Background: an optimization exercise with open tools, aiming at a short achievable clock period. Do not read the settings as production practice. At most, simulation tests tie the RTL to the original design; equivalence was not proved. Function not checked in run 2: the RTL went through the layout flow alone. Power figures rest on the tool's default switching activity, not on a simulated workload.

==> flow/design.v (outline; a module is shown in full before it is edited, if it fits) <==
// module s6afb_ks_pg: 10 lines
// module s6afb_ks_a: 11 lines
// module s6afb_ks_o: 11 lines
// module s6afb_ks_inv: 9 lines
// module s6afb_sub32: 239 lines
// module s6afb_hit: 11 lines
// module s6afb_rx: 150 lines
// module s6afb_tx: 62 lines
// module s6afb_win: 32 lines
// module s6afb_wd: 36 lines
// module s6afb: 115 lines
module s6afb (
    input  wire        clk,
    input  wire [31:0] tick,
    input  wire        init_stb,
    input  wire [3:0]  init_tag,
    input  wire        rx_stb,
    input  wire [3:0]  rx_tag,
    input  wire [7:0]  rx_data,
    input  wire        issue_stb,
    input  wire [7:0]  issue_reg,
    input  wire [15:0] issue_val,
    input  wire        drive_stb,
    input  wire        wd_stb,
    output wire        issue_busy,
    output reg         rx_arm,
    output wire        tx_stb,
    output wire [39:0] tx_data,
    output wire [15:0] acc_x,
    output wire [15:0] acc_y,
    output wire [15:0] acc_z,
    output wire [15:0] gyro_x,
    output wire [15:0] gyro_y,
    output wire [15:0] gyro_z,
    output wire [15:0] angle_x,
    output wire [15:0] angle_y,
    output wire [15:0] angle_z,
    output wire [15:0] mag_x,
    output wire [15:0] mag_y,
    output wire [15:0] mag_z,
    output wire [15:0] temp,
    output wire [15:0] volt,
    output wire [15:0] version,
    output wire [31:0] last_frame_ts,
    output wire [31:0] angle_period,
    output wire [87:0] echo
);
  // ...
==> flow/flow/run.sh <==
#!/bin/bash
# The standard layout with two changes:
#  - the slow OR/AND cells (or2..or4, and3, and4 in all their forms) are added
#    to the platform's don't-use list, so mapping and repair build those
#    functions from NAND/NOR/AOI cells;
#  - the port buffers are plain buffers (buf_4) instead of the smallest
#    buffer of the library.
set -euo pipefail
PLATFORM_DONT_USE=$(sed -n '/^export DONT_USE_CELLS/,/^#/p' "$FLOW_HOME/platforms/$FLOW_PLATFORM/config.mk" \
  | grep -o 'sky130_fd_sc_hd__[a-z0-9_]*' | tr '\n' ' ')
EXTRA_DONT_USE=$(cat flow/dont_use.txt)
bash standard.sh \
  "DONT_USE_CELLS=$PLATFORM_DONT_USE $EXTRA_DONT_USE" \
  "BUFFER_PORTS_ARGS=-buffer_cell sky130_fd_sc_hd__buf_4" \
  finish > standard.log 2>&1
==> flow/flow/dont_use.txt <==
sky130_fd_sc_hd__or3_1 sky130_fd_sc_hd__or3_2 sky130_fd_sc_hd__or3_4 sky130_fd_sc_hd__or3b_1 sky130_fd_sc_hd__or3b_2 sky130_fd_sc_hd__or3b_4 sky130_fd_sc_hd__or4_1 sky130_fd_sc_hd__or4_2 sky130_fd_sc_hd__or4_4 sky130_fd_sc_hd__or4b_1 sky130_fd_sc_hd__or4b_2 sky130_fd_sc_hd__or4b_4 sky130_fd_sc_hd__or4bb_1 sky130_fd_sc_hd__or4bb_2 sky130_fd_sc_hd__or4bb_4 sky130_fd_sc_hd__a2111o_1 sky130_fd_sc_hd__a2111o_2 sky130_fd_sc_hd__a2111o_4 sky130_fd_sc_hd__a2111oi_0 sky130_fd_sc_hd__a2111oi_1 sky130_fd_sc_hd__a2111oi_2 sky130_fd_sc_hd__a2111oi_4 sky130_fd_sc_hd__a41o_1 sky130_fd_sc_hd__a41o_2 sky130_fd_sc_hd__a41o_4 sky130_fd_sc_hd__a41oi_1 sky130_fd_sc_hd__a41oi_2 sky130_fd_sc_hd__a41oi_4 sky130_fd_sc_hd__nor4_1 sky130_fd_sc_hd__nor4_2 sky130_fd_sc_hd__nor4_4 sky130_fd_sc_hd__nor4b_1 sky130_fd_sc_hd__nor4b_2 sky130_fd_sc_hd__nor4b_4 sky130_fd_sc_hd__nor4bb_1 sky130_fd_sc_hd__nor4bb_2 sky130_fd_sc_hd__nor4bb_4 sky130_fd_sc_hd__o2111a_1 sky130_fd_sc_hd__o2111a_2 sky130_fd_sc_hd__o2111a_4 sky130_fd_sc_hd__o2111ai_1 sky130_fd_sc_hd__o2111ai_2 sky130_fd_sc_hd__o2111ai_4 sky130_fd_sc_hd__o41a_1 sky130_fd_sc_hd__o41a_2 sky130_fd_sc_hd__o41a_4 sky130_fd_sc_hd__o41ai_1 sky130_fd_sc_hd__o41ai_2 sky130_fd_sc_hd__o41ai_4 
==> flow/standard.sh <==
#!/bin/bash
# synth_recipe.tcl (not shown) runs the flow's synth.tcl, then flattens the netlist and writes it again
# the make line also repeats each setting of config.mk as NAME=value (left out here)
make -C /OpenROAD-flow-scripts/flow DESIGN_CONFIG=/design/flow/config.mk WORK_HOME=/design/flow/orfs CLKGATE_MAP_FILE= SYNTH_SCRIPT=/design/flow/synth_recipe.tcl "${@:-finish}"
==> flow/config.mk <==
export PLATFORM = sky130hd
export DESIGN_NAME = s6afb
export DESIGN_NICKNAME = s6afb
export VERILOG_FILES = /design/flow/design.v
export SDC_FILE = /design/flow/constraint.sdc
export NUM_CORES = 4
export LEC_CHECK = 0
export CAP_MARGIN = 20
export CORE_MARGIN = 2
export CORE_UTILIZATION = 30
export SETUP_SLACK_MARGIN = 4.2
export SLEW_MARGIN = 20
export SYNTH_HIERARCHICAL = 1
export SYNTH_MINIMUM_KEEP_SIZE = 0
export TNS_END_PERCENT = 100
==> flow/constraint.sdc <==
create_clock -name core_clock -period 6.5 [get_ports {clk}]
set_input_delay 1.3000 -clock core_clock [delete_from_list [all_inputs] [get_ports {clk}]]
set_output_delay 1.3000 -clock core_clock [all_outputs]
set_load 0.01 [all_outputs]
==> summary.txt, run 1 <==
Routing
  • Post-DR wirelength/cell: 21.5 um
  • Vias per cell: ~4.8
  • Antenna viol nets, final: 0
  • Top Layer Used: met4
  • Pre-antenna DRT Iters: 5
  • Vias: around 30000

GRT
  • Initial antenna violation count: 2
  • Grt met1 use: between 20% and 30%
  • Grt ovf: 0
  • Gr busiest metal: met2
  • M2 GR Usage: 30.2%

Power
  • Part of the power in combinational logic: around a tenth
  • Switch share: between 20% and 30%
  • VDD IR max: roughly 0.19 mV
  • Clk network pwr share: approximately 44%
  • Seq pwr share: between 40 and 50%
  • Design Power: about 0.012 W

Floorplanning
  • Initial Util: a little under a third
  • Total I/O pin count: 513
  • Die Wd: around 370 um

Timing
  • Setup_tns: 0 ns
  • Final Hold Slack: about 0.42 ns
  • Period utilisation layout: about 40%
  • Post-route setup slack: 3.87 ns

Setup path
  • Crit path to: u_tx.st_idle
  • Crit path from: tick[19]
  • WP data required: around 7 ns
  • R2r worst-path depth: 10
  • CP startpoint kind: input pin
  • Buf/Inv on CP: 3

Clock tree
  • H-tree depth: 3
  • Clk buf depth: 3
  • Post-CTS setup buffers: 122
  • Clock root cell: clkbuf_16

Place
  • Routability Congestion: 0.860
  • Dpl cell area: 46200 um^2
  • Port bufs: around 500

Yosys
  • Mapped Avg Cell Area: 10.4 um^2
  • Cells after Synth: about 3800

Hold path
  • Hold crit path type: flip-flop to flip-flop

Finish
  • Reg with most FFs: u_rx.echo
  • Clock-cell share: 5.58%
  • Commonest cells after routing, fill and taps aside: nor2_1 (581), xnor2_1 (548), mux2i_1 (530)
  • Clock buffer count: 140

Status
  • Status: timing/DRC/antenna clean
==> module s6afb_win, before the edit <==
module s6afb_win (
    input  wire [31:0] now,
    input  wire [64:0] ts,       
    output wire        win
);
    wire [24:0] hi   = ts[64:40];
    wire [24:0] hi1  = ts[39:15];
    wire [6:0]  lo   = ts[14:8];
    wire [7:0]  lok  = ts[7:0];
    wire eq0 = (now[31:7] == hi);
    wire eq1 = (now[31:7] == hi1);
    wire [6:0] gt_l = now[6:0] & ~lo;      
    wire [6:0] ge_l = now[6:0] | ~lo;      
    wire [6:0] gt_u = lok[6:0] & ~now[6:0];
    wire [6:0] ge_u = lok[6:0] | ~now[6:0];
    wire ge = s6afb_cmp7(gt_l, ge_l);
    wire le = s6afb_cmp7(gt_u, ge_u);
    assign win = (eq0 && ge && (lok[7] || le)) || (eq1 && lok[7] && le);
    function s6afb_cmp7(input [6:0] gt, input [6:0] ge);
        reg [3:0] g1, e1;
        reg [1:0] g2, e2;
        begin
            g1[3] = gt[6] | (ge[6] & gt[5]);   e1[3] = ge[6] & ge[5];
            g1[2] = gt[4] | (ge[4] & gt[3]);   e1[2] = ge[4] & ge[3];
            g1[1] = gt[2] | (ge[2] & gt[1]);   e1[1] = ge[2] & ge[1];
            g1[0] = gt[0];                     e1[0] = ge[0];
            g2[1] = g1[3] | (e1[3] & g1[2]);   e2[1] = e1[3] & e1[2];
            g2[0] = g1[1] | (e1[1] & g1[0]);   e2[0] = e1[1] & e1[0];
            s6afb_cmp7 = g2[1] | (e2[1] & g2[0]) | (e2[1] & e2[0]);
        end
    endfunction
endmodule
==> run 2: changes to the inputs <==
--- a/flow/design.v
+++ b/flow/design.v
@@ -501,6 +501,86 @@
         end
     end
 endmodule
+module s6afb_c_xnor2 (input wire a, input wire b, output wire y);
+    assign y = ~(a ^ b);
+endmodule
+module s6afb_c_nand3 (input wire a, input wire b, input wire c, output wire y);
+    assign y = ~(a & b & c);
+endmodule
+module s6afb_c_nor3 (input wire a, input wire b, input wire c, output wire y);
+    assign y = ~(a | b | c);
+endmodule
+module s6afb_c_nand2 (input wire a, input wire b, output wire y);
+    assign y = ~(a & b);
+endmodule
+module s6afb_c_inv (input wire a, output wire y);
+    assign y = ~a;
+endmodule
+module s6afb_c_cmp_pg (input wire a, input wire nb, output wire g, output wire p);
+    assign g = a & nb;
+    assign p = a | nb;
+endmodule
+module s6afb_neq25 (
+    input  wire [24:0] a,
+    input  wire [24:0] b,
+    output wire        ne
+);
+    wire [24:0] x;
+    wire [8:0]  m;    
+    wire [2:0]  q;    
+    genvar i;
+    generate
+        for (i = 0; i < 25; i = i + 1) begin : g_x
+            s6afb_c_xnor2 u_x (.a(a[i]), .b(b[i]), .y(x[i]));
+        end
+    endgenerate
+    s6afb_c_nand3 u_m0 (.a(x[0]), .b(x[1]), .c(x[2]), .y(m[0]));
+    s6afb_c_nand3 u_m1 (.a(x[3]), .b(x[4]), .c(x[5]), .y(m[1]));
+    s6afb_c_nand3 u_m2 (.a(x[6]), .b(x[7]), .c(x[8]), .y(m[2]));
+    s6afb_c_nand3 u_m3 (.a(x[9]), .b(x[10]), .c(x[11]), .y(m[3]));
+    s6afb_c_nand3 u_m4 (.a(x[12]), .b(x[13]), .c(x[14]), .y(m[4]));
+    s6afb_c_nand3 u_m5 (.a(x[15]), .b(x[16]), .c(x[17]), .y(m[5]));
+    s6afb_c_nand3 u_m6 (.a(x[18]), .b(x[19]), .c(x[20]), .y(m[6]));
+    s6afb_c_nand3 u_m7 (.a(x[21]), .b(x[22]), .c(x[23]), .y(m[7]));
+    s6afb_c_inv   u_m8 (.a(x[24]), .y(m[8]));
+    s6afb_c_nor3  u_q0 (.a(m[0]), .b(m[1]), .c(m[2]), .y(q[0]));
+    s6afb_c_nor3  u_q1 (.a(m[3]), .b(m[4]), .c(m[5]), .y(q[1]));
+    s6afb_c_nor3  u_q2 (.a(m[6]), .b(m[7]), .c(m[8]), .y(q[2]));
+    s6afb_c_nand3 u_ne (.a(q[0]), .b(q[1]), .c(q[2]), .y(ne));
+endmodule
+module s6afb_ge7 (
+    input  wire [6:0] a,
+    input  wire [6:0] nb,
+    output wire       ge
+);
+    wire [6:0] g, p;
+    wire g65n, p65n, g43n, p43n, g21n, p21n, g0n, p0n;
+    wire g6_3, p6_3, g2_0, p2_0, gn, pn, unused;
+    genvar i;
+    generate
+        for (i = 0; i < 7; i = i + 1) begin : g_pg
+            s6afb_c_cmp_pg u_pg (.a(a[i]), .nb(nb[i]), .g(g[i]), .p(p[i]));
+        end
+    endgenerate
+    s6afb_ks_a   u_65 (.gh(g[6]), .ph(p[6]), .gl(g[5]), .pl(p[5]), .gn(g65n), .pn(p65n));
+    s6afb_ks_a   u_43 (.gh(g[4]), .ph(p[4]), .gl(g[3]), .pl(p[3]), .gn(g43n), .pn(p43n));
+    s6afb_ks_a   u_21 (.gh(g[2]), .ph(p[2]), .gl(g[1]), .pl(p[1]), .gn(g21n), .pn(p21n));
+    s6afb_ks_inv u_0  (.g(g[0]), .p(p[0]), .gn(g0n), .pn(p0n));
+    s6afb_ks_o   u_63 (.gnh(g65n), .pnh(p65n), .gnl(g43n), .pnl(p43n), .g(g6_3), .p(p6_3));
+    s6afb_ks_o   u_20 (.gnh(g21n), .pnh(p21n), .gnl(g0n), .pnl(p0n), .g(g2_0), .p(p2_0));
+    s6afb_ks_a   u_60 (.gh(g6_3), .ph(p6_3), .gl(g2_0), .pl(p2_0), .gn(gn), .pn(pn));
+    s6afb_c_nand2 u_ge (.a(gn), .b(pn), .y(ge));
+endmodule
+module s6afb_win_out (
+    input  wire eq0n,
+    input  wire eq1n,
+    input  wire ge,
+    input  wire le,
+    input  wire wrap,    
+    output wire win
+);
+    assign win = (!eq0n && ge && (wrap || le)) || (!eq1n && wrap && le);
+endmodule
 module s6afb_win (
     input  wire [31:0] now,
     input  wire [64:0] ts,       
@@ -510,28 +590,12 @@
     wire [24:0] hi1  = ts[39:15];
     wire [6:0]  lo   = ts[14:8];
     wire [7:0]  lok  = ts[7:0];
-    wire eq0 = (now[31:7] == hi);
-    wire eq1 = (now[31:7] == hi1);
-    wire [6:0] gt_l = now[6:0] & ~lo;      
-    wire [6:0] ge_l = now[6:0] | ~lo;      
-    wire [6:0] gt_u = lok[6:0] & ~now[6:0];
-    wire [6:0] ge_u = lok[6:0] | ~now[6:0];
-    wire ge = s6afb_cmp7(gt_l, ge_l);
-    wire le = s6afb_cmp7(gt_u, ge_u);
-    assign win = (eq0 && ge && (lok[7] || le)) || (eq1 && lok[7] && le);
-    function s6afb_cmp7(input [6:0] gt, input [6:0] ge);
-        reg [3:0] g1, e1;
-        reg [1:0] g2, e2;
-        begin
-            g1[3] = gt[6] | (ge[6] & gt[5]);   e1[3] = ge[6] & ge[5];
-            g1[2] = gt[4] | (ge[4] & gt[3]);   e1[2] = ge[4] & ge[3];
-            g1[1] = gt[2] | (ge[2] & gt[1]);   e1[1] = ge[2] & ge[1];
-            g1[0] = gt[0];                     e1[0] = ge[0];
-            g2[1] = g1[3] | (e1[3] & g1[2]);   e2[1] = e1[3] & e1[2];
-            g2[0] = g1[1] | (e1[1] & g1[0]);   e2[0] = e1[1] & e1[0];
-            s6afb_cmp7 = g2[1] | (e2[1] & g2[0]) | (e2[1] & e2[0]);
-        end
-    endfunction
+    wire eq0n, eq1n, ge, le;
+    s6afb_neq25 u_eq0 (.a(now[31:7]), .b(hi),  .ne(eq0n));
+    s6afb_neq25 u_eq1 (.a(now[31:7]), .b(hi1), .ne(eq1n));
+    s6afb_ge7   u_ge  (.a(now[6:0]), .nb(~lo), .ge(ge));
+    s6afb_ge7   u_le  (.a(lok[6:0]), .nb(~now[6:0]), .ge(le));
+    s6afb_win_out u_out (.eq0n(eq0n), .eq1n(eq1n), .ge(ge), .le(le), .wrap(lok[7]), .win(win));
 endmodule
 module s6afb_wd (
     input  wire        clk,
--- a/flow/config.mk
+++ b/flow/config.mk
@@ -7,7 +7,7 @@
 export LEC_CHECK = 0
 export CAP_MARGIN = 20
 export CORE_MARGIN = 2
-export CORE_UTILIZATION = 30
+export CORE_UTILIZATION = 40
 export SETUP_SLACK_MARGIN = 4.2
 export SLEW_MARGIN = 20
 export SYNTH_HIERARCHICAL = 1
==> summary.txt, run 2 <==
Timing
  • Final setup viols: 0
  • Period utilisation layout: 39.6% (-0.93 points)
  • Max Clk Rate: between 0.3 and 0.4 GHz
  • Max transition margin: between 30% and 40%
  • Tmin final: 2.57 ns
  • Final Hold Viols: 0
  • Final Hold Slack: 0.423 ns (+0.00228 ns)
  • Setup_tns: 0 ns (unchanged)
  • Slew Viols, Final: 0
  • Clk_skew: about 0.028 ns
  • RSZ-0062 raised after global routing: true
  • Worst-Margin Slew: 0.996 ns
  • Post-route setup slack: 3.93 ns (+0.0604 ns)

Clock tree
  • Worst skew pair latency: approximately 0.69 ns
  • Clk buf depth: 3 (unchanged)
  • Clock root cell: clkbuf_16
  • Hold_buf cts: 0
  • Worst-path clk slew: around 0.060 ns
  • H-tree depth: 3 (unchanged)
  • Num CTS Buffers: between 90 and 100
  • Clock sink total: 844
  • CTS tree: built

Routing
  • Antenna viol nets, final: 0 (unchanged)
  • Post-DR wirelength/cell: 20.9 um (-2.5%)
  • DRT iter0 DRCs: between 1500 and 2000
  • Vias per cell: 5.01 (+4.5%)
  • Pre-antenna DRT Iters: 5 (unchanged)
  • Routed WL: 130000 um
  • Residual DRC: 0
  • Vias: 31100 (+2.6%)

Power
  • Cell Pwr Density: around 220 nW/um^2
  • Clk network pwr share: 45.2% (+1.0 points)
  • Pint: approximately 0.0095 W
  • Part of the power in combinational logic: 10.6% (about the same)
  • Seq pwr share: 44.1% (-1.2 points)
  • VDD IR max: 0.193 mV (-0.81%)
  • Switch share: 24.5% (-0.68 points)
  • Net switching power: roughly 0.003 W
  • P_leak: approximately 21 nW

Place
  • Post-detail-place hpwl: about 81000 um
  • Dpl ws: between 2 and 3 ns
  • Port bufs: 492 (unchanged)
  • Routability Congestion: 0.892 (+3.7%)
  • Dpl cell area: 47200 um^2 (+2.1%)

Finish
  • Nets: 4852
  • Fin area: 57000 um^2
  • Max reg flops: 81
  • Reg with most FFs: u_rx.echo
  • Fraction of layout cells with a size suffix above 1: approximately 40%
  • Commonest non-fill, non-tap cell in the layout: nor2_1
  • P&R area growth vs syn: 37.8%
  • Post-Route Utilization: around 56%
  • Commonest cells after routing, fill and taps aside: nor2_1 (580), xnor2_1 (551), mux2i_1 (526)

Status
  • Status: timing/DRC/antenna clean

Flow run
  • Number of max-cap violations: 0

Yosys
  • Cells after Synth: 4092 (+7.4%)
  • Mapped Avg Cell Area: 10.1 um^2 (-3.3%)
  • Ys Warns: 10
  • Post-synth design cell area: between 40000 and 50000 um^2

Floorplanning
  • Die Wd: 325 um (-12%)
  • Initial Util: 40.4% (+10 points)
  • Core Rows: around 120
  • Die area: about 110000 um^2
  • Die Y: about 330 um
  • Total I/O pin count: 513 (unchanged)
  • Core area: just over 100000 um^2

Setup path
  • Crit Path Class: input pin to flip-flop
  • Critical path arrival: approximately 3.1 ns
  • Max FO, Critical Path: 7
  • R2r worst-path depth: 10 (unchanged)
  • WP data required: 7.05 ns (-0.03 ns)
  • CP startpoint kind: input pin
  • Worst setup EP type: flip-flop

GRT
  • Initial antenna violation count: 4 (+2)
  • Gr usage total: about 23%
  • Largest net degree at the start of global routing: between 100 and 150
  • First-pass GRT wire length: 191000 um
  • Grt ovf: 0 (unchanged)
  • Vias in the first global route: about 30000

Hold path
  • Hold Path Depth: 1
  • Hold crit path type: flip-flop to flip-flop
[run 2: per-layer routing]
metal | share of wire (%) | up-vias | global-route usage, %
li1 | - | 14900 | -
met5 | 0.0092 | - | 0
met4 | 2.3 | 2 | 6.02
met2 | 47 | 758 | 38.3
met1 | 45 | 15300 | 31.6
met3 | 5.1 | 166 | 3.73
[run 2: timing repair]
action | in CTS | in global routing
resized for setup | 1090 | 176
buffers inserted | 114 | 58
setup endpoints to repair | 833 | 706
pin swaps | 64 | 97
gates cloned | 16 | 11
[run 2: power groups by stage]
stage	logic [W]	clock network, W	registers (W)
finish	0.00134	0.00568	0.00554
detailed placement	0.00114	0	0.00566
CTS	0.00128	0.00581	0.00554
floorplan	0.000766	0	0.00565
global route	0.00144	0.00602	0.00555
global placement	0.00112	0	0.00566
[run 2: area by class of cell]
type,count,area (um^2)
clock inverter,47,674
antenna,1,2.50
tap,1368,1710
timing repair buffer,723,8810
inverter,207,800
fill,8781,45200
clock buffer,126,2650
sequential,844,19200
multi-input combinational,2892,23100
[run 2: final timing paths]
path,startpoint,to,slack [ns]
worst max-delay path,tick[6],u_rx.angle_period[29],3.93
worst min-delay path,u_tx.cmd[4],u_tx.tx_data[4],0.42
worst max register to register,u_rx.b1[7],u_rx.echo[9],4.14
worst min register to register,u_tx.cmd[4],u_tx.tx_data[4],0.42
[run 2: worst max-delay path, cell delays in order]
cell	delay, ns
buf_16	0.13
buf_12	0.14
buf_8	0.12
xnor2_4	0.35
nand2_4	0.14
nor2_4	0.15
nand2_2	0.09
o21ai_4	0.21
a21oi_2	0.10
xnor2_2	0.15
mux2i_1	0.16
nor2_1	0.06
[run 2: stage by stage]
| stage | power, W | instances |
|---|---|---|
| 6_report | 0.0126 | 6208 |
| 5_1_grt | 0.0130 | 6208 |
| 4_1_cts | 0.0126 | 6138 |
| 3_5_place_dp | 0.00679 | 5835 |
| 3_3_place_gp | 0.00678 | 5835 |
| 2_1_floorplan | 0.00641 | 4109 |

[port drivers added, routing unchanged]
The results above use ideal ports. As a check the final layouts listed here were re-extracted and re-timed, cells and wires unchanged.
Step 1 (the two cells are an assumption about what drives the block):
set clk [get_ports {clk}]
set_driving_cell -lib_cell sky130_fd_sc_hd__clkbuf_16 $clk
set_driving_cell -lib_cell sky130_fd_sc_hd__buf_2 [delete_from_list [all_inputs] $clk]
Step 2 adds t to the input delays and takes it off the output delays; t is the mean of the earliest and latest rising clock arrival at the registers after step 1. Input paths then give back, and output paths get back, about the clock's delay inside the block.
Slacks: ideal / step 1 / step 2; pairs: ideal / step 1.
run | t (ns) | setup slack, ns | worst setup path after step 2 | clock arrival spread, ns | worst register clock-pin slew, ns
run 1 | 0.756 | 3.868 / 3.697 / 2.941 | input to register | 0.040 / 0.040 | 0.07 / 0.07
run 2 | 0.748 | 3.929 / 3.877 / 3.146 | input to register | 0.029 / 0.028 | 0.07 / 0.07
After both steps every run listed still meets setup and hold. The setup slack of run 1, which loses most, moves by -0.171 ns with the drivers and by -0.927 ns with both steps.
